This is an optimization exercise on Yosys and OpenROAD, whose aim is small area, a short achievable clock period and few clock cycles per item, not a production implementation. In this exercise RTL edits were held to simulation tests only and were not proved equivalent to the original. Power figures rest on the tool's default switching activity, not on a simulated workload.

== alpha ==
Design bmt32, start of the top module:
module bmt32 (
    input  wire        clk,
    input  wire        rst,        
    input  wire        start,
    input  wire        wr_en,
    input  wire [4:0]  wr_addr,
    input  wire [31:0] wr_data,
    input  wire        rd_en,
    input  wire [4:0]  rd_addr,
    output reg  [31:0] rd_data,
    output wire        busy,
    output reg         done
);
    assign busy = 1'b0;
    always @(posedge clk) begin
        if (rst)
            done <= 1'b0;
        else if (start)
            done <= 1'b1;
    end
    wire          tr = start;
    wire [31:0]   we;
    wire [31:0]   hold;
    wire [31:0]   rsel;
    reg  [1023:0] m;              
    genvar i, j;
    generate
        for (i = 0; i < 32; i = i + 1) begin : g_sel
            assign we[i]   = wr_en & (wr_addr == i);
            assign hold[i] = ~(tr | we[i]);
            assign rsel[i] = (rd_addr == i);
        end
        for (i = 0; i < 32; i = i + 1) begin : g_row
            for (j = 0; j < 32; j = j + 1) begin : g_bit
                if (i == j) begin : g_diag
                    always @(posedge clk)
                        if (we[i])
                            m[32*i+j] <= wr_data[j];
                end else begin : g_off
                    wire d;
                    bmt32_sel3 u_sel (.t(tr), .a(m[32*j+i]), .w(we[i]), .b(wr_data[j]),
  ...
Size in the first run: ~3700 cells after synthesis, ~1100 flip-flops.
==> module bmt32, before the edit <==
module bmt32 (
    input  wire        clk,
    input  wire        rst,        
    input  wire        start,
    input  wire        wr_en,
    input  wire [4:0]  wr_addr,
    input  wire [31:0] wr_data,
    input  wire        rd_en,
    input  wire [4:0]  rd_addr,
    output reg  [31:0] rd_data,
    output wire        busy,
    output reg         done
);
    assign busy = 1'b0;
    always @(posedge clk) begin
        if (rst)
            done <= 1'b0;
        else if (start)
            done <= 1'b1;
    end
    wire          tr = start;
    wire [31:0]   we;
    wire [31:0]   hold;
    wire [31:0]   rsel;
    reg  [1023:0] m;              
    genvar i, j;
    generate
        for (i = 0; i < 32; i = i + 1) begin : g_sel
            assign we[i]   = wr_en & (wr_addr == i);
            assign hold[i] = ~(tr | we[i]);
            assign rsel[i] = (rd_addr == i);
        end
        for (i = 0; i < 32; i = i + 1) begin : g_row
            for (j = 0; j < 32; j = j + 1) begin : g_bit
                if (i == j) begin : g_diag
                    always @(posedge clk)
                        if (we[i])
                            m[32*i+j] <= wr_data[j];
                end else begin : g_off
                    wire d;
                    bmt32_sel3 u_sel (.t(tr), .a(m[32*j+i]), .w(we[i]), .b(wr_data[j]),
                                      .h(hold[i]), .c(m[32*i+j]), .y(d));
                    always @(posedge clk)
                        m[32*i+j] <= d;
                end
            end
        end
    endgenerate
    wire [31:0] rmux;
    generate
        for (j = 0; j < 32; j = j + 1) begin : g_rcol
            wire [10:0] grp_n;     
            for (i = 0; i < 10; i = i + 1) begin : g_grp
                bmt32_aoi3 u_aoi (.a0(rsel[3*i]),   .b0(m[32*(3*i)+j]),
                                  .a1(rsel[3*i+1]), .b1(m[32*(3*i+1)+j]),
                                  .a2(rsel[3*i+2]), .b2(m[32*(3*i+2)+j]),
                                  .y(grp_n[i]));
            end
            bmt32_aoi2 u_aoi2 (.a0(rsel[30]), .b0(m[32*30+j]),
                               .a1(rsel[31]), .b1(m[32*31+j]),
                               .y(grp_n[10]));
            assign rmux[j] = ~&grp_n;
        end
    endgenerate
    always @(posedge clk)
        rd_data <= rmux;
endmodule
==> module bmt32_sel3, before the edit <==
module bmt32_sel3 (
    input  wire t, a, w, b, h, c,
    output wire y
);
    assign y = (t & a) | (w & b) | (h & c);
endmodule
Settings: LEC_CHECK=0, CAP_MARGIN=20, CELL_PAD_IN_SITES_DETAIL_PLACEMENT=1, CELL_PAD_IN_SITES_GLOBAL_PLACEMENT=2, CORE_MARGIN=2, CORE_UTILIZATION=35, CTS_BUF_LIST=sky130_fd_sc_hd__clkbuf_16, CTS_CLUSTER_DIAMETER=100, CTS_CLUSTER_SIZE=24, PLACE_DENSITY=0.5, SETUP_SLACK_MARGIN=2.8, SLEW_MARGIN=20, SYNTH_HIERARCHICAL=1; clock period 5.0 ns.
run.sh (not shown) runs the stock make flow with config.mk's settings and CLKGATE_MAP_FILE= SYNTH_SCRIPT=/design/flow/synth_recipe.tcl, a recipe that flattens the netlist after the stock synthesis.
Testbench counts of alpha, summed over its fixed seeds: cycles 8,712, items 256.
For beta, these inputs were changed with respect to alpha:
==> flow/design.v <==
module bmt32 (
    input  wire        clk,
    input  wire        rst,        
    input  wire        start,
    input  wire        wr_en,
    input  wire [4:0]  wr_addr,
    input  wire [31:0] wr_data,
    input  wire        rd_en,
    input  wire [4:0]  rd_addr,
    output reg  [31:0] rd_data,
    output wire        busy,
    output reg         done
);
    assign busy = 1'b0;
    always @(posedge clk) begin
        if (rst)
            done <= 1'b0;
        else if (start)
            done <= 1'b1;
    end
    reg ph;
    always @(posedge clk)
        ph <= ~ph;
    wire          tr = start;
    wire [31:0]   we;
    wire [31:0]   hold;
    wire [31:0]   keep;           
    wire [31:0]   rsel;
    wire [31:0]   wdx = wr_data ^ {32{ph}};
    reg  [1023:0] s;              
    genvar i, j;
    generate
        for (i = 0; i < 32; i = i + 1) begin : g_sel
            assign we[i]   = wr_en & (wr_addr == i);
            assign hold[i] = ~(tr | we[i]);
            assign keep[i] = ~we[i];
            assign rsel[i] = (rd_addr == i);
        end
        for (i = 0; i < 32; i = i + 1) begin : g_row
            for (j = 0; j < 32; j = j + 1) begin : g_bit
                wire d;
                if (i == j) begin : g_diag
                    bmt32_aoi2 u_sel (.a0(we[i]), .b0(wdx[j]),
                                      .a1(keep[i]), .b1(s[32*i+j]), .y(d));
                end else begin : g_off
                    bmt32_aoi3 u_sel (.a0(tr), .b0(s[32*j+i]),
                                      .a1(we[i]), .b1(wdx[j]),
                                      .a2(hold[i]), .b2(s[32*i+j]), .y(d));
                end
                always @(posedge clk)
                    s[32*i+j] <= d;
            end
        end
    endgenerate
    wire [31:0] rmux;
    generate
        for (j = 0; j < 32; j = j + 1) begin : g_rcol
            wire [10:0] grp_n;     
            for (i = 0; i < 10; i = i + 1) begin : g_grp
                bmt32_aoi3 u_aoi (.a0(rsel[3*i]),   .b0(s[32*(3*i)+j]),
                                  .a1(rsel[3*i+1]), .b1(s[32*(3*i+1)+j]),
                                  .a2(rsel[3*i+2]), .b2(s[32*(3*i+2)+j]),
                                  .y(grp_n[i]));
            end
            bmt32_aoi2 u_aoi2 (.a0(rsel[30]), .b0(s[32*30+j]),
                               .a1(rsel[31]), .b1(s[32*31+j]),
                               .y(grp_n[10]));
            assign rmux[j] = ~&grp_n ^ ph;
        end
    endgenerate
    always @(posedge clk)
        rd_data <= rmux;
endmodule
module bmt32_aoi3 (
    input  wire a0, b0, a1, b1, a2, b2,
    output wire y
);
    assign y = ~((a0 & b0) | (a1 & b1) | (a2 & b2));
endmodule
module bmt32_aoi2 (
    input  wire a0, b0, a1, b1,
    output wire y
);
    assign y = ~((a0 & b0) | (a1 & b1));
endmodule
beta vs. alpha: minimum setup slack in the final design went up by 250 ps. beta against alpha: layout cell share with drive strength beyond 1 picked up an extra 4.7 points; gate count of the mapped netlist went down 877; CTS buffer count now sits at about the same level; met3 usage went up; first-pass GRT wire length shrank by 7.1%. Going from alpha to beta, post-layout utilization of the core now sits higher, total global-route track usage now sits higher, fraction of power spent switching nets now sits lower, cell area after layout now sits lower. Higher switching power goes to alpha over beta.
Testbench counts of beta, summed over its fixed seeds: cycles 8,712, items 256.

-- port drivers added, routing unchanged --
The flow's constraints put no driver on any port. The routed layouts listed below were extracted and timed again, unchanged, in two steps.
Step 1: set_driving_cell puts a clkbuf_16 on clk and a buf_2 on each other input, an assumption about the parent block.
Step 2 times the ports against the registers' clock, not the clock port: input delays grow and output delays shrink by t, the midpoint of the rising clock arrivals with the driver on.
Slacks: ideal / step 1 / step 2; pairs: ideal / step 1.
run | t (ns) | setup WS [ns] | hold WS [ns]
alpha | 0.769 | 2.034 / 1.975 / 1.206 | 0.466 / 0.466 / 0.466
beta | 0.772 | 2.283 / 2.253 / 1.481 | 0.444 / 0.444 / 0.444
After both steps setup and hold are still met in every run listed. The setup slack of alpha, which loses most, moves by -0.059 ns with the drivers and by -0.828 ns with both steps.
